This is an optimization exercise on Yosys and OpenROAD, whose aim is small area, a short achievable clock period and few clock cycles per item, not a production implementation. Where RTL was checked, it was by simulation tests only, not by an equivalence proof against the original. For runs 1 to 3, only the layout was checked, not whether the RTL still works.

==> design/flow/design.v <==
module golay_parity (
    input  wire [11:0] m,
    output reg  [11:0] p
);
    localparam [143:0] A24 = {
        12'b011111111111, 12'b110001110110, 12'b100011101101, 12'b100111011010,
        12'b101110110100, 12'b111101101000, 12'b111011010001, 12'b110110100011,
        12'b101101000111, 12'b111010001110, 12'b110100011101, 12'b101000111011
    };
    integer c;
    always @(*) begin
        for (c = 0; c < 12; c = c + 1)
            p[c] = ^(m & A24[12*c +: 12]);
    end
endmodule
module golay_weight (
    input  wire [11:0] v,
    output wire [4:0]  ge       
);
    wire [3:1] t0 = {v[0] & v[1] & v[2], (v[0] & v[1]) | (v[0] & v[2]) | (v[1] & v[2]), v[0] | v[1] | v[2]};
    wire [3:1] t1 = {v[3] & v[4] & v[5], (v[3] & v[4]) | (v[3] & v[5]) | (v[4] & v[5]), v[3] | v[4] | v[5]};
    wire [3:1] t2 = {v[6] & v[7] & v[8], (v[6] & v[7]) | (v[6] & v[8]) | (v[7] & v[8]), v[6] | v[7] | v[8]};
    wire [3:1] t3 = {v[9] & v[10] & v[11], (v[9] & v[10]) | (v[9] & v[11]) | (v[10] & v[11]), v[9] | v[10] | v[11]};
    wire [6:1] h0;
    assign h0[1] = t1[1] | t0[1];
    assign h0[2] = t1[2] | (t0[1] & t1[1]) | t0[2];
    assign h0[3] = t1[3] | (t0[1] & t1[2]) | (t0[2] & t1[1]) | t0[3];
    assign h0[4] = (t0[1] & t1[3]) | (t0[2] & t1[2]) | (t0[3] & t1[1]);
    assign h0[5] = (t0[2] & t1[3]) | (t0[3] & t1[2]);
    assign h0[6] = (t0[3] & t1[3]);
    wire [6:1] h1;
    assign h1[1] = t3[1] | t2[1];
    assign h1[2] = t3[2] | (t2[1] & t3[1]) | t2[2];
    assign h1[3] = t3[3] | (t2[1] & t3[2]) | (t2[2] & t3[1]) | t2[3];
    assign h1[4] = (t2[1] & t3[3]) | (t2[2] & t3[2]) | (t2[3] & t3[1]);
    assign h1[5] = (t2[2] & t3[3]) | (t2[3] & t3[2]);
    assign h1[6] = (t2[3] & t3[3]);
    assign ge = {
                 (h0[5] & h1[6]) | (h0[6] & h1[5]), 
                 (h0[3] & h1[6]) | (h0[4] & h1[5]) | (h0[5] & h1[4]) | (h0[6] & h1[3]), 
                 (h0[1] & h1[6]) | (h0[2] & h1[5]) | (h0[3] & h1[4]) | (h0[4] & h1[3]) | (h0[5] & h1[2]) | (h0[6] & h1[1]), 
                 h1[5] | (h0[1] & h1[4]) | (h0[2] & h1[3]) | (h0[3] & h1[2]) | (h0[4] & h1[1]) | h0[5], 
                 h1[4] | (h0[1] & h1[3]) | (h0[2] & h1[2]) | (h0[3] & h1[1]) | h0[4]};
endmodule
module golay_dec24 (
    input  wire [11:0] s,       
    input  wire [11:0] sa,      
    input  wire [4:0]  ws,      
    input  wire [4:0]  wa,      
    output wire [23:0] e,       
    output wire        fail     
);
    function near5;
        input [4:0] v;
        input ge5, ge7, ge9;
        reg o, a, g1, g2, g3;
        begin
            o  = v[0] | v[1];
            a  = v[0] & v[1];
            g1 = v[2] | v[3] | v[4];
            g2 = (v[2] & v[3]) | (v[2] & v[4]) | (v[3] & v[4]);
            g3 = v[2] & v[3] & v[4];
            near5 = (~(o | g1) & ge5)
                  | (~(a | g2 | (o & g1)) & ge7)
                  | (~(g3 | (a & g1) | (o & g2)) & ge9);
        end
    endfunction
    wire [11:0] b2;
    assign b2[0] = near5({s[2], s[6], s[7], s[8], s[10]}, ws[1], ws[2], ws[3]);
    assign b2[1] = near5({s[1], s[5], s[6], s[7], s[9]}, ws[1], ws[2], ws[3]);
    assign b2[2] = near5({s[0], s[4], s[5], s[6], s[8]}, ws[1], ws[2], ws[3]);
    assign b2[3] = near5({s[3], s[4], s[5], s[7], s[10]}, ws[1], ws[2], ws[3]);
    assign b2[4] = near5({s[2], s[3], s[4], s[6], s[9]}, ws[1], ws[2], ws[3]);
    assign b2[5] = near5({s[1], s[2], s[3], s[5], s[8]}, ws[1], ws[2], ws[3]);
    assign b2[6] = near5({s[0], s[1], s[2], s[4], s[7]}, ws[1], ws[2], ws[3]);
    assign b2[7] = near5({s[0], s[1], s[3], s[6], s[10]}, ws[1], ws[2], ws[3]);
    assign b2[8] = near5({s[0], s[2], s[5], s[9], s[10]}, ws[1], ws[2], ws[3]);
    assign b2[9] = near5({s[1], s[4], s[8], s[9], s[10]}, ws[1], ws[2], ws[3]);
    assign b2[10] = near5({s[0], s[3], s[7], s[8], s[9]}, ws[1], ws[2], ws[3]);
    assign b2[11] = (~s[11] & ws[3]) | (s[11] & ws[4]);
    wire [11:0] b4;
    assign b4[0] = near5({sa[2], sa[6], sa[7], sa[8], sa[10]}, wa[1], wa[2], wa[3]);
    assign b4[1] = near5({sa[1], sa[5], sa[6], sa[7], sa[9]}, wa[1], wa[2], wa[3]);
    assign b4[2] = near5({sa[0], sa[4], sa[5], sa[6], sa[8]}, wa[1], wa[2], wa[3]);
    assign b4[3] = near5({sa[3], sa[4], sa[5], sa[7], sa[10]}, wa[1], wa[2], wa[3]);
    assign b4[4] = near5({sa[2], sa[3], sa[4], sa[6], sa[9]}, wa[1], wa[2], wa[3]);
    assign b4[5] = near5({sa[1], sa[2], sa[3], sa[5], sa[8]}, wa[1], wa[2], wa[3]);
    assign b4[6] = near5({sa[0], sa[1], sa[2], sa[4], sa[7]}, wa[1], wa[2], wa[3]);
    assign b4[7] = near5({sa[0], sa[1], sa[3], sa[6], sa[10]}, wa[1], wa[2], wa[3]);
    assign b4[8] = near5({sa[0], sa[2], sa[5], sa[9], sa[10]}, wa[1], wa[2], wa[3]);
    assign b4[9] = near5({sa[1], sa[4], sa[8], sa[9], sa[10]}, wa[1], wa[2], wa[3]);
    assign b4[10] = near5({sa[0], sa[3], sa[7], sa[8], sa[9]}, wa[1], wa[2], wa[3]);
    assign b4[11] = (~sa[11] & wa[3]) | (sa[11] & wa[4]);
    wire lo = ~ws[0] | (|b2);     
    wire hi = ~wa[0] | (|b4);     
    assign fail = ~(lo | hi);
    assign e[0] = (s[0] ? (~ws[0] | b2[2] | b2[6] | b2[7] | b2[8] | b2[10]) : (b2[0] | b2[1] | b2[3] | b2[4] | b2[5] | b2[9] | b2[11])) | b4[0];
    assign e[1] = (s[1] ? (~ws[0] | b2[1] | b2[5] | b2[6] | b2[7] | b2[9]) : (b2[0] | b2[2] | b2[3] | b2[4] | b2[8] | b2[10] | b2[11])) | b4[1];
    assign e[2] = (s[2] ? (~ws[0] | b2[0] | b2[4] | b2[5] | b2[6] | b2[8]) : (b2[1] | b2[2] | b2[3] | b2[7] | b2[9] | b2[10] | b2[11])) | b4[2];
    assign e[3] = (s[3] ? (~ws[0] | b2[3] | b2[4] | b2[5] | b2[7] | b2[10]) : (b2[0] | b2[1] | b2[2] | b2[6] | b2[8] | b2[9] | b2[11])) | b4[3];
    assign e[4] = (s[4] ? (~ws[0] | b2[2] | b2[3] | b2[4] | b2[6] | b2[9]) : (b2[0] | b2[1] | b2[5] | b2[7] | b2[8] | b2[10] | b2[11])) | b4[4];
    assign e[5] = (s[5] ? (~ws[0] | b2[1] | b2[2] | b2[3] | b2[5] | b2[8]) : (b2[0] | b2[4] | b2[6] | b2[7] | b2[9] | b2[10] | b2[11])) | b4[5];
    assign e[6] = (s[6] ? (~ws[0] | b2[0] | b2[1] | b2[2] | b2[4] | b2[7]) : (b2[3] | b2[5] | b2[6] | b2[8] | b2[9] | b2[10] | b2[11])) | b4[6];
    assign e[7] = (s[7] ? (~ws[0] | b2[0] | b2[1] | b2[3] | b2[6] | b2[10]) : (b2[2] | b2[4] | b2[5] | b2[7] | b2[8] | b2[9] | b2[11])) | b4[7];
    assign e[8] = (s[8] ? (~ws[0] | b2[0] | b2[2] | b2[5] | b2[9] | b2[10]) : (b2[1] | b2[3] | b2[4] | b2[6] | b2[7] | b2[8] | b2[11])) | b4[8];
    assign e[9] = (s[9] ? (~ws[0] | b2[1] | b2[4] | b2[8] | b2[9] | b2[10]) : (b2[0] | b2[2] | b2[3] | b2[5] | b2[6] | b2[7] | b2[11])) | b4[9];
    assign e[10] = (s[10] ? (~ws[0] | b2[0] | b2[3] | b2[7] | b2[8] | b2[9]) : (b2[1] | b2[2] | b2[4] | b2[5] | b2[6] | b2[10] | b2[11])) | b4[10];
    assign e[11] = (s[11] ? (~ws[0] | b2[11]) : (b2[0] | b2[1] | b2[2] | b2[3] | b2[4] | b2[5] | b2[6] | b2[7] | b2[8] | b2[9] | b2[10])) | b4[11];
    assign e[12] = (sa[0] ? (~wa[0] | b4[2] | b4[6] | b4[7] | b4[8] | b4[10]) : (b4[0] | b4[1] | b4[3] | b4[4] | b4[5] | b4[9] | b4[11])) | b2[0];
    assign e[13] = (sa[1] ? (~wa[0] | b4[1] | b4[5] | b4[6] | b4[7] | b4[9]) : (b4[0] | b4[2] | b4[3] | b4[4] | b4[8] | b4[10] | b4[11])) | b2[1];
    assign e[14] = (sa[2] ? (~wa[0] | b4[0] | b4[4] | b4[5] | b4[6] | b4[8]) : (b4[1] | b4[2] | b4[3] | b4[7] | b4[9] | b4[10] | b4[11])) | b2[2];
    assign e[15] = (sa[3] ? (~wa[0] | b4[3] | b4[4] | b4[5] | b4[7] | b4[10]) : (b4[0] | b4[1] | b4[2] | b4[6] | b4[8] | b4[9] | b4[11])) | b2[3];
    assign e[16] = (sa[4] ? (~wa[0] | b4[2] | b4[3] | b4[4] | b4[6] | b4[9]) : (b4[0] | b4[1] | b4[5] | b4[7] | b4[8] | b4[10] | b4[11])) | b2[4];
    assign e[17] = (sa[5] ? (~wa[0] | b4[1] | b4[2] | b4[3] | b4[5] | b4[8]) : (b4[0] | b4[4] | b4[6] | b4[7] | b4[9] | b4[10] | b4[11])) | b2[5];
    assign e[18] = (sa[6] ? (~wa[0] | b4[0] | b4[1] | b4[2] | b4[4] | b4[7]) : (b4[3] | b4[5] | b4[6] | b4[8] | b4[9] | b4[10] | b4[11])) | b2[6];
    assign e[19] = (sa[7] ? (~wa[0] | b4[0] | b4[1] | b4[3] | b4[6] | b4[10]) : (b4[2] | b4[4] | b4[5] | b4[7] | b4[8] | b4[9] | b4[11])) | b2[7];
    assign e[20] = (sa[8] ? (~wa[0] | b4[0] | b4[2] | b4[5] | b4[9] | b4[10]) : (b4[1] | b4[3] | b4[4] | b4[6] | b4[7] | b4[8] | b4[11])) | b2[8];
    assign e[21] = (sa[9] ? (~wa[0] | b4[1] | b4[4] | b4[8] | b4[9] | b4[10]) : (b4[0] | b4[2] | b4[3] | b4[5] | b4[6] | b4[7] | b4[11])) | b2[9];
    assign e[22] = (sa[10] ? (~wa[0] | b4[0] | b4[3] | b4[7] | b4[8] | b4[9]) : (b4[1] | b4[2] | b4[4] | b4[5] | b4[6] | b4[10] | b4[11])) | b2[10];
    assign e[23] = (sa[11] ? (~wa[0] | b4[11]) : (b4[0] | b4[1] | b4[2] | b4[3] | b4[4] | b4[5] | b4[6] | b4[7] | b4[8] | b4[9] | b4[10])) | b2[11];
endmodule
module golay_codec (
    input  wire        clk,
    input  wire        rst,         
    input  wire        in_valid,
    output wire        in_ready,
    input  wire [1:0]  in_op,       
    input  wire [23:0] in_word,
    output reg         out_valid,
    input  wire        out_ready,
    output reg  [23:0] out_word,
    output reg         out_fail
);
    wire adv = !out_valid || out_ready;
    reg         k_v;
    reg  [1:0]  k_op;
    reg  [23:0] k_w;
    assign in_ready = !k_v;
    wire take = in_valid && !k_v;
    reg         r_v;
    reg  [1:0]  r_op;
    reg  [23:0] r_w;
    always @(posedge clk) begin
        if (rst)
            k_v <= 1'b0;
        else
            k_v <= k_v ? !adv : (take && !adv);
    end
    always @(posedge clk) begin
        if (!k_v) begin
            k_op <= in_op;
            k_w  <= in_word;
        end
    end
    always @(posedge clk) begin
        if (rst)
            r_v <= 1'b0;
        else if (adv)
            r_v <= k_v || take;
    end
    always @(posedge clk) begin
        if (adv) begin
            r_op <= k_v ? k_op : in_op;
            r_w  <= k_v ? k_w  : in_word;
        end
    end
    wire        r_dec = r_op[1];
    wire        r_o23 = r_op[0];
    wire        r_w23 = r_o23 ? ~(^r_w[22:0]) : r_w[23];
    wire [11:0] r_wh  = {12{r_dec}} & {r_w23, r_w[22:12]};
    wire [11:0] r_hA, r_lA;
    golay_parity u_ph (.m(r_wh), .p(r_hA));
    golay_parity u_pl (.m(r_w[11:0]), .p(r_lA));
    wire [11:0] r_s  = r_w[11:0] ^ r_hA;
    wire [11:0] r_sa = r_wh ^ r_lA;
    wire [4:0] r_ws, r_wa;
    golay_weight u_ws (.v(r_s),  .ge(r_ws));
    golay_weight u_wa (.v(r_sa), .ge(r_wa));
    wire [23:0] r_e;
    wire        r_dfail;
    golay_dec24 u_dec (.s(r_s), .sa(r_sa), .ws(r_ws), .wa(r_wa), .e(r_e), .fail(r_dfail));
    wire [23:0] r_c      = {r_wh, r_w[11:0]} ^ ({24{r_dec}} & r_e);
    wire [23:0] result      = {(r_dec ? r_c[23] : r_sa[11]) & ~r_o23, r_dec ? r_c[22:12] : r_sa[10:0], r_c[11:0]};
    wire        result_fail = r_dec & r_dfail;
    always @(posedge clk) begin
        if (rst)
            out_valid <= 1'b0;
        else if (adv)
            out_valid <= r_v;
    end
    always @(posedge clk) begin
        if (adv) begin
            out_word <= result;
            out_fail <= result_fail;
        end
    end
endmodule
==> design/flow/constraint.sdc <==
create_clock -name core_clock -period 10.0 [get_ports {clk}]
set_input_delay 2.0000 -clock core_clock [delete_from_list [all_inputs] [get_ports {clk}]]
set_output_delay 2.0000 -clock core_clock [all_outputs]
set_load 0.01 [all_outputs]
==> design/flow/config.mk <==
export PLATFORM = sky130hd
export DESIGN_NAME = golay_codec
export DESIGN_NICKNAME = golay_codec
export VERILOG_FILES = /design/flow/design.v
export SDC_FILE = /design/flow/constraint.sdc
export NUM_CORES = 4
export LEC_CHECK = 0
export CAP_MARGIN = 20
export CORE_MARGIN = 2
export CORE_UTILIZATION = 40
export SETUP_SLACK_MARGIN = 4.5
export SLEW_MARGIN = 20
==> design/flow/run.sh <==
#!/bin/bash
# synth_recipe.tcl (not shown) runs the flow's synth.tcl, then flattens the netlist and writes it again
# the make line also repeats each setting of config.mk as NAME=value (left out here)
make -C /OpenROAD-flow-scripts/flow DESIGN_CONFIG=/design/flow/config.mk WORK_HOME=/design/flow/orfs CLKGATE_MAP_FILE= SYNTH_SCRIPT=/design/flow/synth_recipe.tcl finish
==> results.py, run 1 <==
metrics = {
    "route": {
        "ant_nets": 0,
        "first_iter_violations": 1298,
        "drc": 0,
        "via_per_inst": 6.59,
        "vias": 10241,
        "avgRoutedWirePerCell_um": 24.2,
        "drt_wl_total_um": 37600,
        "drtPass1Iterations": 8,
    },
    "finish": {
        "nNetsFinal": 1304,
        "antenna_cells": 0,
        "mostFrequentLayoutCell": "buf_4",
        "seqCellArea_mm2": 0.00211,
        "fin_area_mm2": 0.0131,
        "fin_util_pct": 62.4,
        "layout_common_cells": "208 x buf_4, 106 x nand2_1, 58 x nor2_1, 58 x o21ai_0, 57 x xnor2_1",
        "multi_input_area_mm2": 0.00779,
        "nFillCells": 1657,
        "layout-drive-gt1-share_pct": 41.2,
        "area_delta_synth_final_pct": 53.5,
    },
    "die": {
        "rows": 53,
        "dieArea_mm2": 0.0225,
        "num_io_pins": 57,
        "core_mm2": 0.0210,
        "die_x_um": 150,
        "die-height_um": 150,
        "start_util_pct": 40.6,
    },
    "min_path": {
        "holdPathStages": 2,
        "hold_end": "out_valid",
        "hold_class": "flip-flop to flip-flop",
        "hold_start": "r_v",
    },
    "timing": {
        "max_freq_ghz": 0.173,
        "fin_hold_ws_ns": 0.439,
        "hold_viol": 0,
        "slew_headroom_pct": 29.4,
        "tns_ns": 0,
        "fin_skew_ns": 0.0161,
        "drv_slew": 0,
        "worst_pin_slew_ns": 1.05,
        "rsz0062_at_grt": "true",
        "post-route-period-util_pct": 57.9,
        "setup_viol": 0,
        "min_period_ns": 5.79,
    },
    "yosys": {
        "yosysWarnings": 3,
        "synth_flop_cell": "edfxtp_1",
        "synth_edf_count": 51,
        "yosysTopAreaCellShare_pct": 17.9,
        "synthCells": 1038,
        "netlist_area_mm2": 0.00854,
        "ys_ff_latch": 80,
        "seq_area_frac_synth_pct": 24.7,
        "synthArstFlopShare_pct": 0,
        "synth_area_leaders": "edfxtp_1 18%, xnor2_1 7.8%, dfxtp_1 6.8%, nand2_1 5.3%, xor2_1 5.2%",
        "yosysTopAreaCell": "edfxtp_1",
        "muxShareOfSynthArea_pct": 4.88,
        "synth_compound_area_share_pct": 25.0,
        "yosysUniqueCellTypes": 88,
        "synth_top_family_by_area": "compound AO/OA/AOI/OAI gates",
        "yosys.area_share.simple_pct": 20.9,
        "synthesis.nets": 1068,
        "synth.avg_cell_area_um2": 8.23,
        "synth-xor-area-share_pct": 19.5,
        "yosys.area_share.adder_pct": 0.586,
    },
    "clock_network": {
        "numCtsBuffers": 9,
        "clk_path_buf_depth": 2,
        "root_buffer": "clkbuf_16",
        "htree_levels": 3,
        "cts.sinks": 80,
        "clock_latency_ns": 0.36,
        "tritoncts": "built",
        "clk_pin_slew_worst_paths_ns": 0.07,
        "hold_buffers": 0,
    },
    "flow_run": {
        "cap_viol_max_count": 0,
    },
    "placement": {
        "place_congestion": 0.990,
        "port_buffers": 56,
        "place_area_mm2": 0.00933,
        "hpwl_um": 21600,
    },
    "worst_setup_path": {
        "cp_max_fo": 8,
        "crit_arrival_ns": 5.89,
        "slowest_stage": "or4_4",
        "max_stage_delay_ns": 0.53,
        "end_kind": "flip-flop",
        "crit_type": "flip-flop to flip-flop",
        "reg2reg_from": "r_w[3]",
        "required_ns": 10.10,
        "r2r_end": "out_word[1]",
        "ff2ff_path_depth": 22,
        "path_cells": "buf_4 -> xnor3_2 -> xnor2_2 -> xnor2_2 -> buf_4 -> xnor2_4 -> mux2i_4 -> buf_12 -> xnor2_4 -> mux2_4 -> o221a_4 -> a211o_1 -> a22o_4 -> a32oi_4 -> nand3_4 -> buf_4 -> a22o_1 -> a21oi_4 -> nand2_2 -> or4_4 -> o221ai_4 -> xnor2_2",
        "start_kind": "flip-flop",
        "reg2reg_slack_ns": 4.21,
    },
    "global_route": {
        "track_usage_pct": 30.7,
        "grt-ovfl-total": 0,
        "grt_pass1_vias": 9319,
        "grt_pass1_wl_um": 53100,
        "grt_max_degree": 66,
        "antenna_found_initial": 0,
    },
    "outcome": {
        "status": "no timing/DRC/antenna violations",
    },
}
## layer usage
| layer | part of all wire (%) | track usage [%] | vias to the layer above |
|---|---|---|---|
| met4 | 7.1 | 16.1 | 0 |
| met2 | 44 | 48.1 | 842 |
| met1 | 37 | 40.2 | 4777 |
| met5 | 0 | 0 | - |
| met3 | 11 | 5.91 | 224 |
| li1 | - | - | 4398 |
## cells by family after synthesis
group	after synthesis
DFF	80
xor gates and xnor gates	152
AOI/OAI and AO/OA	310
buffers and inverters	88
and+or+nand+nor	367
adders and majority gates	5
muxes	36
## cell usage after synthesis, types with 7 or more instances
master / number
a31oi_1: 11
nand3_1: 31
o2111ai_1: 10
mux2_2: 31
inv_1: 12
a21boi_0: 10
buf_2: 17
xnor3_1: 16
o22ai_1: 11
a22o_1: 15
a21oi_1: 62
xor2_1: 51
nor2_1: 72
nand2_1: 120
a221oi_1: 7
xnor2_1: 76
a22oi_1: 9
and2_1: 8
nand4_1: 17
or3_1: 10
clkbuf_1: 51
nor3_1: 36
and3_1: 11
nand2b_1: 10
nor4_1: 18
a211oi_1: 7
o21ai_0: 73
dfxtp_1: 29
o211ai_1: 14
edfxtp_1: 51
## timing repair
action,4_1_cts,5_1_grt
pin swaps,67,79
endpoints found under the setup margin,25,25
resized for setup,178,161
cloned,7,2
buffers inserted,118,97
## stage by stage
step	setup WS (ns)	std cells
4_1_cts	4.25	1455
6_report	4.21	1554
3_3_place_gp	2.67	1314
5_1_grt	4.05	1554
2_1_floorplan	4.51	1038
3_5_place_dp	2.64	1314
## sequential cells by signal, indices dropped and copies added (netlist names)
register   count
k_w           24
r_op           2
k_v            1
k_op           2
r_w           24
out_word      24
out_fail       1
r_v            1
out_valid      1
## critical path, delay by kind of cell, from the launching register on
kind	cells	cell delay, ns
AO/OA/AOI/OAI	7	1.86
XOR/XNOR	6	1.15
AND/OR/NAND/NOR	3	0.84
buffers and inverters	4	0.71
flip-flops	1	0.51
multiplexers	2	0.44
## cell type report
class,instances,area share [%]
multi-input cells,875,59.4
clock inverters,7,0.639
clock buffers,9,1.72
inverters,12,0.372
flip-flops and latches,80,16.1
well taps,275,2.62
repair inverters,1,0.0382
repair buffers,295,19.1
## worst max-delay path by stage
stage / from / end / slack, ns / depth (start not counted)
finish: r_w[3] / out_word[1] / 4.21 / 22
global route: r_w[10] / out_word[3] / 4.05 / 23
CTS: r_w[12] / out_word[1] / 4.25 / 21
detailed placement: r_w[11] / out_word[6] / 2.64 / 16
global placement: r_w[11] / out_word[6] / 2.67 / 16
floorplan: r_w[11] / out_word[19] / 4.51 / 19
==> run 2, diff against run 1 <==
--- a/design/flow/design.v
+++ b/design/flow/design.v
@@ -175,11 +175,32 @@
     wire [11:0] r_sa = r_wh ^ r_lA;
-    wire [4:0] r_ws, r_wa;
-    golay_weight u_ws (.v(r_s),  .ge(r_ws));
-    golay_weight u_wa (.v(r_sa), .ge(r_wa));
-    wire [23:0] r_e;
-    wire        r_dfail;
-    golay_dec24 u_dec (.s(r_s), .sa(r_sa), .ws(r_ws), .wa(r_wa), .e(r_e), .fail(r_dfail));
-    wire [23:0] r_c      = {r_wh, r_w[11:0]} ^ ({24{r_dec}} & r_e);
-    wire [23:0] result      = {(r_dec ? r_c[23] : r_sa[11]) & ~r_o23, r_dec ? r_c[22:12] : r_sa[10:0], r_c[11:0]};
-    wire        result_fail = r_dec & r_dfail;
+    reg         m_v;
+    reg  [1:0]  m_op;
+    reg  [23:0] m_w;
+    reg  [11:0] m_s, m_sa;
+    always @(posedge clk) begin
+        if (rst)
+            m_v <= 1'b0;
+        else if (adv)
+            m_v <= r_v;
+    end
+    always @(posedge clk) begin
+        if (adv) begin
+            m_op <= r_op;
+            m_w  <= {r_wh, r_w[11:0]};
+            m_s  <= r_s;
+            m_sa <= r_sa;
+        end
+    end
+    wire        m_dec = m_op[1];
+    wire        m_o23 = m_op[0];
+    wire [11:0] m_wh  = m_w[23:12];
+    wire [4:0] m_ws, m_wa;
+    golay_weight u_ws (.v(m_s),  .ge(m_ws));
+    golay_weight u_wa (.v(m_sa), .ge(m_wa));
+    wire [23:0] m_e;
+    wire        m_dfail;
+    golay_dec24 u_dec (.s(m_s), .sa(m_sa), .ws(m_ws), .wa(m_wa), .e(m_e), .fail(m_dfail));
+    wire [23:0] m_c      = {m_wh, m_w[11:0]} ^ ({24{m_dec}} & m_e);
+    wire [23:0] result      = {(m_dec ? m_c[23] : m_sa[11]) & ~m_o23, m_dec ? m_c[22:12] : m_sa[10:0], m_c[11:0]};
+    wire        result_fail = m_dec & m_dfail;
     always @(posedge clk) begin
@@ -188,3 +209,3 @@
         else if (adv)
-            out_valid <= r_v;
+            out_valid <= m_v;
     end
--- a/design/flow/config.mk
+++ b/design/flow/config.mk
@@ -10,3 +10,3 @@
 export CORE_UTILIZATION = 40
-export SETUP_SLACK_MARGIN = 4.5
+export SETUP_SLACK_MARGIN = 5
 export SLEW_MARGIN = 20
==> results.py, run 2 <==
metrics = {
    "worst_setup_path": {
        "slowest_stage": "edfxtp_1",
        "path_cells": "maj3_2 -> or3_4 -> o2bb2ai_4 -> o22ai_2 -> or2_1 -> a221oi_4 -> nand4_1 -> nor4_1 -> mux2i_1 -> nand2_1",
        "max_stage_delay_ns": 0.71,
        "required_ns": 10.14,
        "r2r_end": "out_word[23]",
        "crit_arrival_ns": 4.62,
        "end_kind": "flip-flop",
        "endpoint": "out_word[23]",
        "ff2ff_path_depth": 10,
        "crit_type": "flip-flop to flip-flop",
        "reg2reg_slack_ns": 5.52,
        "cp-startpoint": "m_sa[1]",
        "start_kind": "flip-flop",
        "reg2reg_from": "m_sa[1]",
        "cp_max_fo": 25,
    },
    "yosys": {
        "synth.avg_cell_area_um2": 9.53,
        "ys_ff_latch": 131,
        "synthesis.nets": 1052,
        "synth_flop_cell": "edfxtp_1",
        "synth_most_common_cell": "edfxtp_1",
        "yosysWarnings": 3,
        "seq_area_frac_synth_pct": 37.3,
        "synth_common_cells": "101 x edfxtp_1, 83 x nor2_1, 83 x xnor2_1",
        "netlist_area_mm2": 0.00974,
        "yosysUniqueCellTypes": 106,
        "synth_area_leaders": "edfxtp_1 31%, xnor2_1 7.5%, dfxtp_1 6.2%, xor2_1 3.5%, nor2_1 3.2%",
        "synthArstFlopShare_pct": 0,
        "synth_edf_count": 101,
        "yosysTopAreaCellShare_pct": 31.2,
        "yosysTopAreaCell": "edfxtp_1",
        "synthCells": 1022,
    },
    "timing": {
        "min_period_ns": 4.48,
        "rsz0062_at_grt": "false",
        "hold_viol": 0,
        "max_freq_ghz": 0.223,
        "setup_slack_ns": 5.52,
        "post-route-period-util_pct": 44.8,
        "fin_skew_ns": 0.0131,
        "drv_slew": 0,
        "worst_pin_slew_ns": 1.05,
        "tns_ns": 0,
        "setup_viol": 0,
        "slew_headroom_pct": 30.1,
    },
    "placement": {
        "place_congestion": 0.984,
        "post-place-cells": 1331,
        "place_worst_setup_slack_ns": 5.63,
        "hpwl_um": 19300,
        "port_buffers": 56,
    },
    "finish": {
        "layout_common_cells": "101 x edfxtp_1, 83 x xnor2_1, 83 x nor2_1, 63 x nand2_1, 56 x clkdlybuf4s50_1",
        "nFillCells": 2314,
        "final_cells": 1363,
        "antenna_cells": 0,
        "nNetsFinal": 1056,
        "fin_util_pct": 45.8,
        "area_delta_synth_final_pct": 13.3,
        "layout-drive-gt1-share_pct": 12.3,
        "mostFrequentLayoutCell": "edfxtp_1",
    },
    "outcome": {
        "status": "no timing/DRC/antenna violations",
    },
    "route": {
        "drc": 0,
        "vias": 8141,
        "drtPass1Iterations": 5,
        "avgRoutedWirePerCell_um": 19.6,
        "ant_nets": 0,
        "top_layer": "met5",
        "via_per_inst": 5.97,
        "wl_met3_um": 2060,
        "met2WireLength_um": 11900,
        "drt_wl_total_um": 26700,
        "met1_length_um": 12000,
        "first_iter_violations": 961,
    },
    "global_route": {
        "grt_max_degree": 76,
        "grt_pass1_wl_um": 42200,
        "grt-ovfl-total": 0,
        "grt_pass1_vias": 7461,
        "antenna_found_initial": 1,
        "track_usage_pct": 20.8,
    },
    "min_path": {
        "hold_class": "flip-flop to flip-flop",
    },
    "clock_network": {
        "root_buffer": "clkbuf_16",
        "post_cts_buffers": 0,
        "cts_resized": 0,
        "clock_latency_ns": 0.42,
        "cts.sinks": 131,
        "clk_path_buf_depth": 2,
        "tritoncts": "built",
        "hold_buffers": 0,
        "numCtsBuffers": 17,
        "clk_pin_slew_worst_paths_ns": 0.06,
        "htree_levels": 4,
    },
    "die": {
        "dieArea_mm2": 0.0256,
        "start_util_pct": 40.4,
        "core_mm2": 0.0241,
        "die-height_um": 160,
        "die_x_um": 160,
        "num_io_pins": 57,
        "rows": 57,
    },
    "flow_run": {
        "cap_viol_max_count": 0,
    },
}
==> run 2: critical path: cells and delay by family, from the launching register on <==
kind,cells,cell delay [ns]
AOI/OAI and AO/OA,3,1.00
and+or+nand+nor,5,1.74
adders and majority gates,1,0.49
DFF,1,0.71
muxes,1,0.25
==> run 2: worst min path at each step <==
stage / start / end / slack (ns) / cells after the start
2_1_floorplan: r_w[3] / m_w[3] / 0.42 / 0
3_3_place_gp: m_v / m_v / 0.45 / 2
3_5_place_dp: m_v / m_v / 0.45 / 2
4_1_cts: m_v / m_v / 0.46 / 2
5_1_grt: m_v / m_v / 0.47 / 2
6_report: m_v / m_v / 0.46 / 2
==> run 2: layout make-up <==
type	instances	area, um2	share of cell area, %
multi-input combinational	792	5690	51.6
sequential	131	3630	32.9
inverter	15	58.8	0.533
clock inverter	14	145	1.32
clock buffer	18	439	3.98
timing repair buffer	69	658	5.97
tap	324	405	3.67
==> run 2: cells by family (layout without fill, tap and decap cells) <==
group,count (synthesis),in the layout,share of synthesized area (%)
AO/OA/AOI/OAI,252,252,21.1
XOR/XNOR,125,125,11.6
adder cells (fa/ha/maj),18,18,1.89
buffers and inverters,99,116,4.27
flip-flops,131,131,37.3
multiplexers,34,34,3.84
AND/OR/NAND/NOR,363,363,20.0
==> run 2: metrics by stage <==
step,hold WS (ns),instance area [um2]
after floorplan,0.421,9740
after global placement,0.447,10400
after detailed placement,0.453,10400
after CTS,0.462,11000
after global routing,0.474,11000
final,0.458,11000
==> run 2: routing by layer <==
metal / track usage, % / vias up
met4: 8.72 / 2
met5: 0 / -
met3: 4.75 / 60
met2: 31.5 / 372
met1: 28.7 / 3813
li1: - / 3894
==> run 3, diff against run 2 <==
==> design/flow/flow/run.sh (new file) <==
#!/bin/bash
set -euo pipefail
MARGIN=$(cat flow/margin.txt)
bash standard.sh SETUP_SLACK_MARGIN=$MARGIN finish > flow_standard.log 2>&1
==> design/flow/flow/margin.txt (new file) <==
6.8
==> design/flow/standard.sh (new file) <==
#!/bin/bash
# synth_recipe.tcl (not shown) runs the flow's synth.tcl, then flattens the netlist and writes it again
# the make line also repeats each setting of config.mk as NAME=value (left out here)
make -C /OpenROAD-flow-scripts/flow DESIGN_CONFIG=/design/flow/config.mk WORK_HOME=/design/flow/orfs CLKGATE_MAP_FILE= SYNTH_SCRIPT=/design/flow/synth_recipe.tcl "${@:-finish}"
--- a/design/flow/config.mk
+++ b/design/flow/config.mk
@@ -10,3 +10,2 @@
 export CORE_UTILIZATION = 40
-export SETUP_SLACK_MARGIN = 5
 export SLEW_MARGIN = 20
removed: design/flow/run.sh
==> results.py, run 3 <==
metrics = {
    "finish": {
        "fin_area_mm2": 0.0135,
        "multi_input_area_mm2": 0.00668,
        "layout_common_cells": "148 x buf_4, 101 x edfxtp_1, 81 x nor2_1, 74 x xnor2_1, 46 x a21oi_1",
        "antenna_cells": 0,
        "nNetsFinal": 1231,
        "seqCellArea_mm2": 0.00363,
        "final_cells": 1538,
        "nFillCells": 2086,
        "mostFrequentLayoutCell": "buf_4",
        "layout-drive-gt1-share_pct": 35.2,
        "area_delta_synth_final_pct": 38.5,
    },
    "worst_setup_path": {
        "slowest_stage": "edfxtp_1",
        "cp_max_fo": 6,
        "cp_num_buf_inv": 3,
        "end_kind": "flip-flop",
        "start_kind": "flip-flop",
        "required_ns": 10.15,
        "crit_type": "flip-flop to flip-flop",
        "critPathTopFamily": "compound AO/OA/AOI/OAI gates",
        "max_stage_delay_ns": 0.46,
        "reg2reg_slack_ns": 6.32,
        "crit_arrival_ns": 3.83,
        "path_cells": "buf_6 -> a31o_1 -> a31o_2 -> a221o_1 -> a221oi_4 -> nand2_4 -> buf_12 -> a221oi_4 -> buf_6 -> nand4_1 -> nor4_1 -> nor3_1 -> xor2_1",
    },
    "route": {
        "drc": 0,
        "avgRoutedWirePerCell_um": 21.7,
        "ant_nets": 0,
        "via_per_inst": 6.14,
        "first_iter_violations": 937,
        "drtPass1Iterations": 6,
        "vias": 9444,
        "drt_wl_total_um": 33400,
    },
    "yosys": {
        "synth-xor-area-share_pct": 11.6,
        "synth_most_common_cell": "edfxtp_1",
        "yosysUniqueCellTypes": 106,
        "yosys.area_share.adder_pct": 1.89,
        "synth_top_family_by_area": "compound AO/OA/AOI/OAI gates",
        "yosysTopAreaCell": "edfxtp_1",
        "synthesis.nets": 1052,
        "synth_flop_cell": "edfxtp_1",
        "synthArstFlopShare_pct": 0,
        "yosysTopAreaCellShare_pct": 31.2,
        "synth.avg_cell_area_um2": 9.53,
        "ys_ff_latch": 131,
        "synth_common_cells": "101 x edfxtp_1, 83 x nor2_1, 83 x xnor2_1",
        "yosys.area_share.simple_pct": 20.0,
        "seq_area_frac_synth_pct": 37.3,
        "synth_edf_count": 101,
        "synth_compound_area_share_pct": 21.1,
        "yosysWarnings": 3,
        "synthCells": 1022,
        "synth_area_leaders": "edfxtp_1 31%, xnor2_1 7.5%, dfxtp_1 6.2%, xor2_1 3.5%, nor2_1 3.2%",
        "muxShareOfSynthArea_pct": 3.84,
        "netlist_area_mm2": 0.00974,
    },
    "global_route": {
        "grt_pass1_wl_um": 51000,
        "track_usage_pct": 25.5,
        "grt_max_degree": 56,
        "grt_pass1_vias": 8985,
        "grt-ovfl-total": 0,
        "antenna_found_initial": 0,
    },
    "die": {
        "num_io_pins": 57,
        "core_mm2": 0.0241,
        "dieArea_mm2": 0.0256,
        "die-height_um": 160,
        "die_x_um": 160,
        "start_util_pct": 40.4,
        "rows": 57,
    },
    "timing": {
        "hold_viol": 0,
        "slew_headroom_pct": 49.9,
        "drv_slew": 0,
        "max_freq_ghz": 0.272,
        "fin_skew_ns": 0.00983,
        "setup_viol": 0,
        "tns_ns": 0,
        "worst_pin_slew_ns": 0.752,
        "min_period_ns": 3.68,
        "rsz0062_at_grt": "true",
        "post-route-period-util_pct": 36.8,
    },
    "clock_network": {
        "tritoncts": "built",
        "clk_path_buf_depth": 2,
        "root_buffer": "clkbuf_16",
        "clock_latency_ns": 0.42,
        "cts.sinks": 131,
        "clk_pin_slew_worst_paths_ns": 0.06,
        "numCtsBuffers": 17,
        "htree_levels": 4,
    },
    "outcome": {
        "status": "no timing/DRC/antenna violations",
    },
    "flow_run": {
        "cap_viol_max_count": 0,
    },
    "placement": {
        "port_buffers": 56,
        "hpwl_um": 19200,
        "post-place-cells": 1327,
        "place_congestion": 0.892,
        "place_area_mm2": 0.0107,
    },
    "min_path": {
        "hold_class": "flip-flop to flip-flop",
    },
}
==> run 3: per-stage QoR <==
| stage | utilization, % | setup WS (ns) | hold slack (ns) |
|---|---|---|---|
| floorplan | - | 5.94 | 0.421 |
| global placement | 44.2 | 5.49 | 0.452 |
| detailed placement | 44.2 | 5.46 | 0.450 |
| CTS | 53.9 | 6.39 | 0.461 |
| global route | 55.9 | 6.29 | 0.490 |
| finish | 55.9 | 6.32 | 0.462 |
==> run 3: layer usage <==
layer  share of wire, %  vias to the layer above  GRT usage, %
met5                  0                        -             0
met4                5.5                        0          13.2
met3                9.5                      146          5.22
met2                 44                      634          39.3
met1                 41                     4422          34.1
li1                   -                     4242             -
==> run 3: cell families (layout without fill, tap and decap cells) <==
group           Yosys count  in the layout
buf+inv                  99            291
compound gates          252            252
simple gates            363            363
fa+ha+maj                18             18
xor+xnor                125            125
mux                      34             34
flops                   131            131
==> run 3: path summary, 6_finish.rpt <==
check,from,end,cells past startpoint
max,m_s[2],out_word[0],13
min,m_v,m_v,2
max reg2reg,m_s[2],out_word[0],13
min reg2reg,m_v,m_v,2
==> run 3: tightest hold or removal path: stages (launching register included) <==
cell     delay (ns)
dfxtp_1        0.31
nand2_1        0.05
a21oi_1        0.05
==> run 3: repair_timing <==
action	CTS	global route
pin swaps	59	36
setup endpoints to repair	165	92
resized for setup	154	44
hold buffers	0	0
setup buffers	140	35
gates cloned	4	0
==> run 3: final cells by class <==
| type | count | share of cell area (%) |
|---|---|---|
| sequential | 131 | 27.0 |
| tap | 324 | 3.01 |
| multi-input combinational | 792 | 49.6 |
| clock inverter | 12 | 0.677 |
| inverter | 15 | 0.445 |
| timing repair buffer | 241 | 15.7 |
| clock buffer | 20 | 3.47 |
| timing repair inverter | 3 | 0.167 |
==> run 4, diff against run 3 <==
--- a/design/flow/design.v
+++ b/design/flow/design.v
@@ -133,44 +133,13 @@
 );
+    wire        i_dec = in_op[1];
+    wire        i_o23 = in_op[0];
+    wire        i_w23 = i_o23 ? ~(^in_word[22:0]) : in_word[23];
+    wire [11:0] i_wh  = {12{i_dec}} & {i_w23, in_word[22:12]};
+    wire [11:0] i_hA, i_lA;
+    golay_parity u_ph (.m(i_wh), .p(i_hA));
+    golay_parity u_pl (.m(in_word[11:0]), .p(i_lA));
+    wire [11:0] i_s  = in_word[11:0] ^ i_hA;
+    wire [11:0] i_sa = i_wh ^ i_lA;
     wire adv = !out_valid || out_ready;
-    reg         k_v;
-    reg  [1:0]  k_op;
-    reg  [23:0] k_w;
-    assign in_ready = !k_v;
-    wire take = in_valid && !k_v;
-    reg         r_v;
-    reg  [1:0]  r_op;
-    reg  [23:0] r_w;
-    always @(posedge clk) begin
-        if (rst)
-            k_v <= 1'b0;
-        else
-            k_v <= k_v ? !adv : (take && !adv);
-    end
-    always @(posedge clk) begin
-        if (!k_v) begin
-            k_op <= in_op;
-            k_w  <= in_word;
-        end
-    end
-    always @(posedge clk) begin
-        if (rst)
-            r_v <= 1'b0;
-        else if (adv)
-            r_v <= k_v || take;
-    end
-    always @(posedge clk) begin
-        if (adv) begin
-            r_op <= k_v ? k_op : in_op;
-            r_w  <= k_v ? k_w  : in_word;
-        end
-    end
-    wire        r_dec = r_op[1];
-    wire        r_o23 = r_op[0];
-    wire        r_w23 = r_o23 ? ~(^r_w[22:0]) : r_w[23];
-    wire [11:0] r_wh  = {12{r_dec}} & {r_w23, r_w[22:12]};
-    wire [11:0] r_hA, r_lA;
-    golay_parity u_ph (.m(r_wh), .p(r_hA));
-    golay_parity u_pl (.m(r_w[11:0]), .p(r_lA));
-    wire [11:0] r_s  = r_w[11:0] ^ r_hA;
-    wire [11:0] r_sa = r_wh ^ r_lA;
+    assign in_ready = adv;
     reg         m_v;
@@ -183,3 +152,3 @@
         else if (adv)
-            m_v <= r_v;
+            m_v <= in_valid;
     end
@@ -187,6 +156,6 @@
         if (adv) begin
-            m_op <= r_op;
-            m_w  <= {r_wh, r_w[11:0]};
-            m_s  <= r_s;
-            m_sa <= r_sa;
+            m_op <= in_op;
+            m_w  <= {i_wh, in_word[11:0]};
+            m_s  <= i_s;
+            m_sa <= i_sa;
         end
==> design/flow/flow/margin.txt (replaced) <==
5.7
==> results.py, run 4 <==
metrics = {
    "clock_network": {
        "root_buffer": "clkbuf_16",
        "numCtsBuffers": 9,
        "clock_latency_ns": 0.34,
        "clk_pin_slew_worst_paths_ns": 0.07,
        "tritoncts": "built",
        "cts.sinks": 77,
        "clk_path_buf_depth": 2,
        "htree_levels": 3,
    },
    "worst_setup_path": {
        "slowest_stage": "xnor3_2",
        "ff2ff_path_depth": 10,
        "worst-path-stages": 11,
        "endpoint": "m_s[8]",
        "max_stage_delay_ns": 0.50,
        "required_ns": 10.09,
        "crit_type": "primary input to flip-flop",
        "critPathTopFamily": "XOR/XNOR gates",
        "reg2reg_slack_ns": 5.78,
        "end_kind": "flip-flop",
        "start_kind": "primary input",
        "cp_max_fo": 4,
        "cp_num_buf_inv": 1,
        "crit_arrival_ns": 4.48,
        "reg2reg_from": "m_sa[6]",
        "path_cells": "buf_12 -> xnor2_2 -> xnor3_2 -> xnor2_4 -> xor3_1 -> mux2i_4 -> xnor2_4 -> xor2_2 -> xnor2_1 -> nand2_1 -> xnor2_1",
        "cp-startpoint": "in_word[6]",
        "r2r_end": "out_word[22]",
    },
    "route": {
        "drc": 0,
        "drtPass1Iterations": 6,
        "drt_wl_total_um": 25700,
        "ant_nets": 0,
        "first_iter_violations": 917,
        "via_per_inst": 6.23,
        "vias": 7632,
        "avgRoutedWirePerCell_um": 21.0,
    },
    "timing": {
        "slew_headroom_pct": 32.5,
        "fin_hold_ws_ns": 0.444,
        "max_freq_ghz": 0.228,
        "worst_pin_slew_ns": 1.01,
        "hold_viol": 0,
        "min_period_ns": 4.38,
        "post-route-period-util_pct": 43.8,
        "fin_skew_ns": 0.00894,
        "rsz0062_at_grt": "true",
        "tns_ns": 0,
        "setup_viol": 0,
        "drv_slew": 0,
    },
    "finish": {
        "reg_top3": "m_w x24, out_word x24",
        "area_delta_synth_final_pct": 21.3,
        "multi_input_area_mm2": 0.00541,
        "layout-drive-gt1-share_pct": 17.9,
        "fin_area_mm2": 0.00939,
        "seqCellArea_mm2": 0.00229,
        "nNetsFinal": 990,
        "mostFrequentLayoutCell": "xnor2_1",
        "nFillCells": 1744,
        "layout_common_cells": "90 x xnor2_1, 83 x nor2_1, 75 x edfxtp_1, 66 x buf_4",
        "antenna_cells": 0,
    },
    "placement": {
        "place_congestion": 0.967,
        "hpwl_um": 17700,
        "place_area_mm2": 0.00856,
        "port_buffers": 56,
    },
    "global_route": {
        "grt_pass1_vias": 6796,
        "antenna_found_initial": 0,
        "grt_max_degree": 60,
        "grt-ovfl-total": 0,
        "track_usage_pct": 25.0,
        "grt_pass1_wl_um": 39500,
    },
    "yosys": {
        "netlist_area_mm2": 0.00774,
        "yosysTopAreaCell": "edfxtp_1",
        "synthesis.nets": 934,
        "synthArstFlopShare_pct": 0,
        "synth_flop_cell": "edfxtp_1",
        "synth_area_leaders": "edfxtp_1 29%, xnor2_1 12%, nor2_1 4.1%, nor3_1 3.3%, clkbuf_1 3.3%",
        "synth_most_common_cell": "xnor2_1",
        "yosysWarnings": 3,
        "synth_edf_count": 75,
        "seq_area_frac_synth_pct": 29.6,
        "ys_ff_latch": 77,
        "synth_common_cells": "105 x xnor2_1, 84 x nor2_1, 75 x edfxtp_1",
        "synthCells": 904,
        "yosysUniqueCellTypes": 87,
        "yosysTopAreaCellShare_pct": 29.1,
        "synth.avg_cell_area_um2": 8.56,
    },
    "flow_run": {
        "cap_viol_max_count": 0,
    },
    "die": {
        "rows": 50,
        "die_x_um": 143,
        "num_io_pins": 57,
        "start_util_pct": 41.1,
        "die-height_um": 143,
        "core_mm2": 0.0188,
        "dieArea_mm2": 0.0205,
    },
    "min_path": {
        "hold_class": "flip-flop to flip-flop",
        "hold_start": "m_v",
    },
    "outcome": {
        "status": "no timing/DRC/antenna violations",
    },
}
-- run 4: cell types whose count changed after synthesis, sizes merged, moves of 8 or more --
cell	before	now
a21oi	53	15
o22ai	8	17
mux2	27	0
edfxtp	101	75
xor2	39	21
buf	21	9
o21ai	35	50
dfxtp	30	2
nand2	65	39
nor3	35	51
o211ai	6	19
xnor2	84	106
nand3	23	31
-- run 4: layout make-up --
type                    instances  area share [%]
clock buffers                   9            2.40
multi-input cells             738            57.7
clock inverters                 7           0.666
well taps                     260            3.47
inverters                      13           0.520
repair buffers                121            10.9
flip-flops and latches         77            24.4
-- run 4: worst min-delay path, delay by kind of cell, from the launching register on --
| family | cells | cell delay (ns) |
|---|---|---|
| buffers and inverters | 1 | 0.04 |
| AO/OA/AOI/OAI | 1 | 0.05 |
| flip-flops | 1 | 0.31 |
-- run 4: kinds of logic after synthesis --
| kind of cell | after synthesis | share of synthesized area, % |
|---|---|---|
| adder cells (fa/ha/maj) | 21 | 2.76 |
| AND/OR/NAND/NOR | 347 | 24.0 |
| flip-flops | 77 | 29.6 |
| AO/OA/AOI/OAI | 235 | 22.9 |
| buffers and inverters | 90 | 4.69 |
| XOR/XNOR | 131 | 15.7 |
| multiplexers | 3 | 0.437 |
-- run 4: worst min-delay path by stage --
stage / cells after the start / slack, ns / end
floorplan: 2 / 0.42 / out_valid
finish: 2 / 0.44 / out_valid
global route: 2 / 0.49 / out_valid
global placement: 2 / 0.43 / out_valid
CTS: 2 / 0.44 / out_valid
detailed placement: 2 / 0.43 / out_valid
-- run 4: metal layers --
| metal | track usage, % | share of wire (%) | wire length (um) | vias up |
|---|---|---|---|---|
| met4 | 8.23 | 2.4 | 609 | 0 |
| li1 | - | - | - | 3572 |
| met3 | 3.79 | 9.1 | 2330 | 48 |
| met2 | 38.9 | 46 | 11800 | 406 |
| met5 | 0 | 0 | 0 | - |
| met1 | 35.6 | 43 | 11000 | 3606 |
-- run 4: timing repair --
action,CTS,global route
setup endpoints to repair,30,25
setup buffers,25,21
cloned,1,0
hold buffers,0,0
pin swaps,17,21
resized for setup,91,49
-- run 4: metrics by stage --
stage | setup slack (ns) | cells | utilization, %
3_5_place_dp | 4.56 | 1162 | 45.4
5_1_grt | 5.50 | 1225 | 49.8
4_1_cts | 5.52 | 1204 | 48.6
3_3_place_gp | 4.56 | 1162 | 45.4
6_report | 5.62 | 1225 | 49.8
2_1_floorplan | 5.38 | 904 | -
Testbench counts of run 4, summed over its fixed seeds: cycles 16,016, items 16,000.
==> run 5, diff against run 4 <==
==> design/flow/run.sh (new file) <==
#!/bin/bash
# synth_recipe.tcl (not shown) runs the flow's synth.tcl, then flattens the netlist and writes it again
# the make line also repeats each setting of config.mk as NAME=value (left out here)
make -C /OpenROAD-flow-scripts/flow DESIGN_CONFIG=/design/flow/config.mk WORK_HOME=/design/flow/orfs CLKGATE_MAP_FILE= SYNTH_SCRIPT=/design/flow/synth_recipe.tcl finish
--- a/design/flow/config.mk
+++ b/design/flow/config.mk
@@ -10,2 +10,3 @@
 export CORE_UTILIZATION = 40
+export SETUP_SLACK_MARGIN = 5
 export SLEW_MARGIN = 20
removed: design/flow/flow/run.sh
removed: design/flow/flow/margin.txt
removed: design/flow/standard.sh
==> results.py, run 5 <==
metrics = {
    "route": {
        "first_iter_violations": 834,
        "vias": 7284,
        "via_per_inst": 6.20,
        "ant_nets": 0,
        "avgRoutedWirePerCell_um": 20.2,
        "drtPass1Iterations": 6,
        "drt_wl_total_um": 23700,
        "drc": 0,
    },
    "timing": {
        "tns_ns": 0,
        "setup_viol": 0,
        "hold_viol": 0,
        "fin_skew_ns": 0.00734,
        "min_period_ns": 4.88,
        "max_freq_ghz": 0.205,
        "post-route-period-util_pct": 48.8,
        "drv_slew": 0,
        "fin_hold_ws_ns": 0.452,
        "rsz0062_at_grt": "true",
        "slew_headroom_pct": 30.3,
        "worst_pin_slew_ns": 1.04,
    },
    "worst_setup_path": {
        "ff2ff_path_depth": 10,
        "crit_arrival_ns": 4.97,
        "end_kind": "flip-flop",
        "start_kind": "primary input",
        "crit_type": "primary input to flip-flop",
        "required_ns": 10.08,
        "cp_max_fo": 5,
    },
    "yosys": {
        "yosysTopAreaCell": "edfxtp_1",
        "synth.avg_cell_area_um2": 8.56,
        "synth_common_cells": "105 x xnor2_1, 84 x nor2_1, 75 x edfxtp_1",
        "synthCells": 904,
        "seq_area_frac_synth_pct": 29.6,
        "synth_flop_cell": "edfxtp_1",
        "synth_edf_count": 75,
        "synth_area_leaders": "edfxtp_1 29%, xnor2_1 12%, nor2_1 4.1%, nor3_1 3.3%, clkbuf_1 3.3%",
        "netlist_area_mm2": 0.00774,
        "yosysTopAreaCellShare_pct": 29.1,
        "yosysWarnings": 3,
        "synthArstFlopShare_pct": 0,
        "synthesis.nets": 934,
        "synth_most_common_cell": "xnor2_1",
        "yosysUniqueCellTypes": 87,
        "ys_ff_latch": 77,
    },
    "placement": {
        "hpwl_um": 16800,
        "place_area_mm2": 0.00842,
        "place_congestion": 0.934,
        "port_buffers": 56,
    },
    "min_path": {
        "hold_class": "flip-flop to flip-flop",
        "holdPathStages": 2,
    },
    "clock_network": {
        "clock_latency_ns": 0.35,
        "clk_pin_slew_worst_paths_ns": 0.06,
        "htree_levels": 3,
        "numCtsBuffers": 9,
        "root_buffer": "clkbuf_16",
        "tritoncts": "built",
        "cts.sinks": 77,
        "clk_path_buf_depth": 2,
    },
    "finish": {
        "area_delta_synth_final_pct": 14.0,
        "nNetsFinal": 940,
        "reg_top3": "m_w x24, out_word x24",
        "layout-drive-gt1-share_pct": 8.74,
        "fin_area_mm2": 0.00882,
        "fin_util_pct": 46.8,
        "antenna_cells": 0,
        "mostFrequentLayoutCell": "xnor2_1",
        "layout_common_cells": "99 x xnor2_1, 84 x nor2_1, 75 x edfxtp_1, 50 x nor3_1",
    },
    "global_route": {
        "grt_pass1_wl_um": 37000,
        "grt_pass1_vias": 6410,
        "grt-ovfl-total": 0,
        "antenna_found_initial": 0,
        "grt_max_degree": 65,
        "track_usage_pct": 23.3,
    },
    "die": {
        "start_util_pct": 41.1,
        "die_x_um": 143,
        "die-height_um": 143,
        "rows": 50,
        "core_mm2": 0.0188,
        "dieArea_mm2": 0.0205,
        "num_io_pins": 57,
    },
    "flow_run": {
        "cap_viol_max_count": 0,
    },
    "outcome": {
        "status": "no timing/DRC/antenna violations",
    },
}
-- run 5: cell counts after synthesis --
No cell type changed its count.
-- run 5: cell families after synthesis --
logic type	after synthesis	synth area share (%)
flip-flops	77	29.6
adder cells (fa/ha/maj)	21	2.76
AND/OR/NAND/NOR	347	24.0
buffers and inverters	90	4.69
XOR/XNOR	131	15.7
AO/OA/AOI/OAI	235	22.9
multiplexers	3	0.437
-- run 5: stage by stage --
step | instances | worst slack, ns
after floorplan | 904 | 4.94
after global placement | 1155 | 4.35
after detailed placement | 1155 | 4.27
after CTS | 1173 | 5.00
after global routing | 1175 | 4.99
final | 1175 | 5.12
-- run 5: repair_timing --
| action | in CTS | in global routing |
|---|---|---|
| buffers inserted | 2 | 2 |
| hold buffers | 0 | 0 |
| gates resized for setup | 11 | 11 |
| setup endpoints to repair | 10 | 7 |
| pin swaps | 2 | 4 |
-- run 5: layer usage --
metal	vias to the layer above	GRT usage, %	share of wire, %	wire length [um]
met4	0	5.37	1.3	305
met1	3461	34.5	47	11100
met5	-	0	0	0
li1	3470	-	-	-
met3	32	3.79	6.6	1570
met2	321	35.4	45	10700
-- run 5: final timing paths --
kind / startpoint / end / slack (ns)
worst max-delay path: in_word[21] / m_s[5] / 5.12
worst min-delay path: m_v / out_valid / 0.45
worst max register to register: m_s[7] / out_word[9] / 5.31
worst min register to register: m_v / out_valid / 0.45
-- run 5: critical path, stage by stage --
cell and delay (ns):
dlygate4sd2_1 0.39, xnor2_2 0.18, xnor3_1 0.40, xnor3_1 0.45
xor3_1 0.42, mux2i_4 0.25, xnor2_2 0.22, xor2_2 0.27
xnor2_1 0.15, nand2_1 0.08, xnor2_1 0.16
-- run 5: layout make-up --
cell class | count | area [um2]
clock buffer | 9 | 225
sequential | 77 | 2290
multi-input combinational | 737 | 5170
clock inverter | 7 | 80.1
inverter | 13 | 48.8
timing repair buffer | 72 | 677
fill | 1786 | 10000
tap | 260 | 325
==> run 6, diff against run 5 <==
--- a/design/flow/design.v
+++ b/design/flow/design.v
@@ -136,3 +136,3 @@
     wire        i_w23 = i_o23 ? ~(^in_word[22:0]) : in_word[23];
-    wire [11:0] i_wh  = {12{i_dec}} & {i_w23, in_word[22:12]};
+    wire [11:0] i_wh  = {i_w23, in_word[22:12]};
     wire [11:0] i_hA, i_lA;
@@ -168,8 +168,10 @@
     golay_weight u_wa (.v(m_sa), .ge(m_wa));
+    wire [4:0]  m_ws_g = m_dec ? m_ws : 5'b00001;
+    wire [4:0]  m_wa_g = m_dec ? m_wa : 5'b00000;
     wire [23:0] m_e;
     wire        m_dfail;
-    golay_dec24 u_dec (.s(m_s), .sa(m_sa), .ws(m_ws), .wa(m_wa), .e(m_e), .fail(m_dfail));
-    wire [23:0] m_c      = {m_wh, m_w[11:0]} ^ ({24{m_dec}} & m_e);
-    wire [23:0] result      = {(m_dec ? m_c[23] : m_sa[11]) & ~m_o23, m_dec ? m_c[22:12] : m_sa[10:0], m_c[11:0]};
-    wire        result_fail = m_dec & m_dfail;
+    golay_dec24 u_dec (.s(m_s), .sa(m_sa), .ws(m_ws_g), .wa(m_wa_g), .e(m_e), .fail(m_dfail));
+    wire [23:0] m_c      = {m_wh, m_w[11:0]} ^ m_e;
+    wire [23:0] result      = {m_c[23] & ~m_o23, m_c[22:0]};
+    wire        result_fail = m_dfail;
     always @(posedge clk) begin
==> design/flow/flow/run.sh (new file) <==
#!/bin/bash
set -euo pipefail
export MY_ABC_SCRIPT=$PWD/flow/abc.script
MARGIN=$(cat flow/margin.txt)
bash standard.sh SYNTH_SCRIPT=$PWD/flow/synth.tcl SETUP_SLACK_MARGIN=$MARGIN \
  "BUFFER_PORTS_ARGS=-buffer_cell sky130_fd_sc_hd__buf_1" finish > flow_standard.log 2>&1
==> design/flow/flow/abc.script (new file) <==
strash
&get -n
&fraig -x
&put
scorr
dc2
dretime
strash
&get -n
&dch -f
&nf {D}
&put
buffer -c
topo
stime -c
upsize -c
dnsize -c
==> design/flow/flow/margin.txt (new file) <==
5.6
==> design/flow/flow/synth.tcl (new file) <==
# The standard synthesis script (synth_recipe.tcl), with one change: ABC
# maps the logic with flow/abc.script instead of ORFS's abc_speed.script.
# Registers are mapped before ABC runs, so they are the standard ones.
proc synth {args} { yosys synth -nofsm -noshare {*}$args }
proc abc {args} {
  set i [lsearch -exact $args -script]
  if {$i >= 0} { lset args [expr {$i + 1}] $::env(MY_ABC_SCRIPT) }
  yosys abc {*}$args
}
source $::env(SCRIPTS_DIR)/synth.tcl
# left out here: clear keep_hierarchy, flatten, clean up, hide names made inside functions, write 1_2_yosys.v
==> design/flow/standard.sh (new file) <==
#!/bin/bash
# synth_recipe.tcl (not shown) runs the flow's synth.tcl, then flattens the netlist and writes it again
# the make line also repeats each setting of config.mk as NAME=value (left out here)
make -C /OpenROAD-flow-scripts/flow DESIGN_CONFIG=/design/flow/config.mk WORK_HOME=/design/flow/orfs CLKGATE_MAP_FILE= SYNTH_SCRIPT=/design/flow/synth_recipe.tcl "${@:-finish}"
--- a/design/flow/config.mk
+++ b/design/flow/config.mk
@@ -10,3 +10,4 @@
 export CORE_UTILIZATION = 40
-export SETUP_SLACK_MARGIN = 5
+export CTS_BUF_LIST = sky130_fd_sc_hd__clkbuf_4 sky130_fd_sc_hd__clkbuf_8
 export SLEW_MARGIN = 20
+export TNS_END_PERCENT = 30
removed: design/flow/run.sh
==> results.py, run 6 <==
metrics = {
    "worst_setup_path": {
        "reg2reg_slack_ns": 5.65,
        "cp_max_fo": 4,
        "crit_arrival_ns": 2.37,
        "max_stage_delay_ns": 0.14,
        "path_cells": "buf_6 -> nand2b_4 -> buf_6",
        "endpoint": "in_ready",
        "reg2reg_from": "m_s[9]",
        "ff2ff_path_depth": 11,
        "cp-startpoint": "out_ready",
        "r2r_end": "out_word[7]",
        "cp_common_cell": "buf_6",
        "end_kind": "output pin",
        "crit_type": "primary input to output pin",
        "slowest_stage": "nand2b_4",
        "start_kind": "primary input",
        "required_ns": 8.00,
    },
    "die": {
        "num_io_pins": 57,
        "die_x_um": 136,
        "core_mm2": 0.0171,
        "start_util_pct": 40.5,
        "rows": 48,
        "dieArea_mm2": 0.0184,
        "die-height_um": 136,
    },
    "global_route": {
        "track_usage_pct": 24.0,
        "grt_max_degree": 40,
        "antenna_found_initial": 0,
        "grt_pass1_vias": 5987,
        "grt_pass1_wl_um": 34000,
        "grt-ovfl-total": 0,
    },
    "placement": {
        "hpwl_um": 14200,
        "port_buffers": 56,
        "place_congestion": 0.940,
    },
    "clock_network": {
        "tritoncts": "built",
        "clk_path_buf_depth": 2,
        "htree_levels": 3,
        "clk_pin_slew_worst_paths_ns": 0.08,
        "clock_latency_ns": 0.36,
        "numCtsBuffers": 9,
        "cts.sinks": 77,
        "root_buffer": "clkbuf_8",
    },
    "timing": {
        "slew_headroom_pct": 31.6,
        "worst_pin_slew_ns": 1.03,
        "post-route-period-util_pct": 43.7,
        "min_period_ns": 4.37,
        "drv_slew": 0,
        "fin_skew_ns": 0.0141,
        "hold_viol": 0,
        "rsz0062_at_grt": "true",
        "tns_ns": 0,
        "setup_viol": 0,
        "max_freq_ghz": 0.229,
    },
    "yosys": {
        "synth_top_family_by_area": "compound AO/OA/AOI/OAI gates",
        "yosysTopAreaCellShare_pct": 32.5,
        "synth_area_leaders": "edfxtp_1 33%, xnor2_1 14%, xor2_1 4.3%, maj3_1 3.9%, a21oi_1 3.8%",
        "synth_compound_area_share_pct": 20.7,
        "synthArstFlopShare_pct": 0,
        "muxShareOfSynthArea_pct": 0.289,
        "synth_common_cells": "113 x xnor2_1, 75 x edfxtp_1, 68 x nor2_1",
        "yosys.area_share.simple_pct": 17.8,
        "synth_edf_count": 75,
        "yosysTopAreaCell": "edfxtp_1",
        "ys_ff_latch": 77,
        "netlist_area_mm2": 0.00693,
        "synthCells": 785,
        "synth_flop_cell": "edfxtp_1",
        "seq_area_frac_synth_pct": 33.1,
        "synth_most_common_cell": "xnor2_1",
        "synth.avg_cell_area_um2": 8.82,
        "yosys.area_share.adder_pct": 3.90,
        "synthesis.nets": 815,
        "yosysWarnings": 3,
        "synth-xor-area-share_pct": 19.2,
        "yosysUniqueCellTypes": 66,
    },
    "route": {
        "drtPass1Iterations": 5,
        "drt_wl_total_um": 21800,
        "vias": 6555,
        "first_iter_violations": 541,
        "via_per_inst": 6.17,
        "ant_nets": 0,
        "avgRoutedWirePerCell_um": 20.5,
        "drc": 0,
    },
    "finish": {
        "layout_common_cells": "112 x xnor2_1, 75 x edfxtp_1, 68 x nor2_1, 53 x a21oi_1, 48 x buf_1",
        "seqCellArea_mm2": 0.00229,
        "mostFrequentLayoutCell": "xnor2_1",
        "antenna_cells": 0,
        "multi_input_area_mm2": 0.00444,
        "nNetsFinal": 863,
        "layout-drive-gt1-share_pct": 13.0,
        "area_delta_synth_final_pct": 13.8,
        "reg_top3": "m_w x24, out_word x24",
        "nFillCells": 1669,
    },
    "min_path": {
        "hold_class": "flip-flop to flip-flop",
    },
    "flow_run": {
        "cap_viol_max_count": 0,
    },
    "outcome": {
        "status": "no timing/DRC/antenna violations",
    },
}
## run 6: how the worst min path moves through the flow
stage               slack [ns]        end  cells past startpoint  startpoint
finish                    0.46  out_valid                      2         m_v
global route              0.50  out_valid                      2         m_v
CTS                       0.46  out_valid                      2         m_v
detailed placement        0.44  out_valid                      2         m_v
global placement          0.45  out_valid                      2         m_v
floorplan                 0.42  out_valid                      2         m_v
## run 6: timing repair
action                                  in CTS  in global routing
cloned                                       3                  0
endpoints found under the setup margin      26                 14
setup buffers                               36                  7
hold buffers                                 0                  0
resized for setup                           10                 15
pin swaps                                    3                  1
## run 6: critical path, delay by kind of cell
kind | cells | cell delay, ns
buffers and inverters | 2 | 0.24
AND/OR/NAND/NOR | 1 | 0.14
## run 6: per-stage QoR
stage	hold slack [ns]	cells	cell area [um2]	util [%]	setup WS, ns
after CTS	0.458	1056	7750	45.3	5.58
after detailed placement	0.439	1001	7180	41.9	4.88
after global placement	0.448	1001	7180	41.9	4.89
final	0.457	1063	7880	46.0	5.63
after floorplan	0.419	785	6950	-	5.38
after global routing	0.501	1063	7880	46.0	5.53
## run 6: cell families after synthesis
logic type	after synthesis
AO/OA/AOI/OAI	208
XOR/XNOR	149
adder cells (fa/ha/maj)	27
buffers and inverters	81
flip-flops	77
multiplexers	2
AND/OR/NAND/NOR	241
## run 6: layout make-up
class                           instances  area share [%]
Clock buffer                            9            1.57
Clock inverter                          7            1.44
Inverter                               12           0.572
Multi-Input combinational cell        630            56.4
Sequential cell                        77            29.1
Tap cell                              225            3.57
Timing Repair Buffer                  103            7.37
## run 6: per-layer routing
metal / routed length [um] / vias up / track usage [%] / share of wire [%]
met5: 0 / - / 0 / 0
met4: 559 / 0 / 7.75 / 2.6
li1: - / 3038 / - / -
met3: 1810 / 55 / 4.00 / 8.3
met2: 10000 / 361 / 37.6 / 46
met1: 9380 / 3101 / 33.7 / 43
Testbench counts of run 6, summed over its fixed seeds: cycles 16,016, items 16,000.

port drivers added, routing unchanged:
The results above use ideal ports. As a check the final layouts listed here were re-extracted and re-timed, cells and wires unchanged. Step 1, drivers: a clkbuf_16 drives clk and a buf_2 each remaining input, both assumed. Step 2 adds t to the input delays and takes it off the output delays; t is the mean of the earliest and latest rising clock arrival at the registers after step 1. Input paths then give back, and output paths get back, about the clock's delay inside the block. a / b / c = no drivers / after step 1 / after step 2; a / b = the first two.
run | t, ns | slack for setup (ns) | worst setup path at the end | latest minus earliest clock arrival (ns) | worst data-port slew with drivers (ns)
run 1 | 0.394 | 4.210 / 4.210 / 4.210 | register to register | 0.016 / 0.016 | 0.05
run 2 | 0.461 | 5.516 / 5.516 / 5.516 | register to register | 0.013 / 0.014 | 0.04
run 3 | 0.464 | 6.317 / 6.317 / 6.317 | register to register | 0.010 / 0.010 | 0.04
run 4 | 0.380 | 5.618 / 5.590 / 5.234 | input to register | 0.009 / 0.009 | 0.06
run 5 | 0.381 | 5.115 / 5.089 / 4.754 | input to register | 0.009 / 0.009 | 0.04
run 6 | 0.383 | 5.629 / 5.595 / 5.432 | input to register | 0.014 / 0.014 | 0.04
After both steps setup and hold are still met in every run listed. For run 4, which loses most, drivers alone change the setup slack by -0.028 ns; drivers and shift together by -0.384 ns.
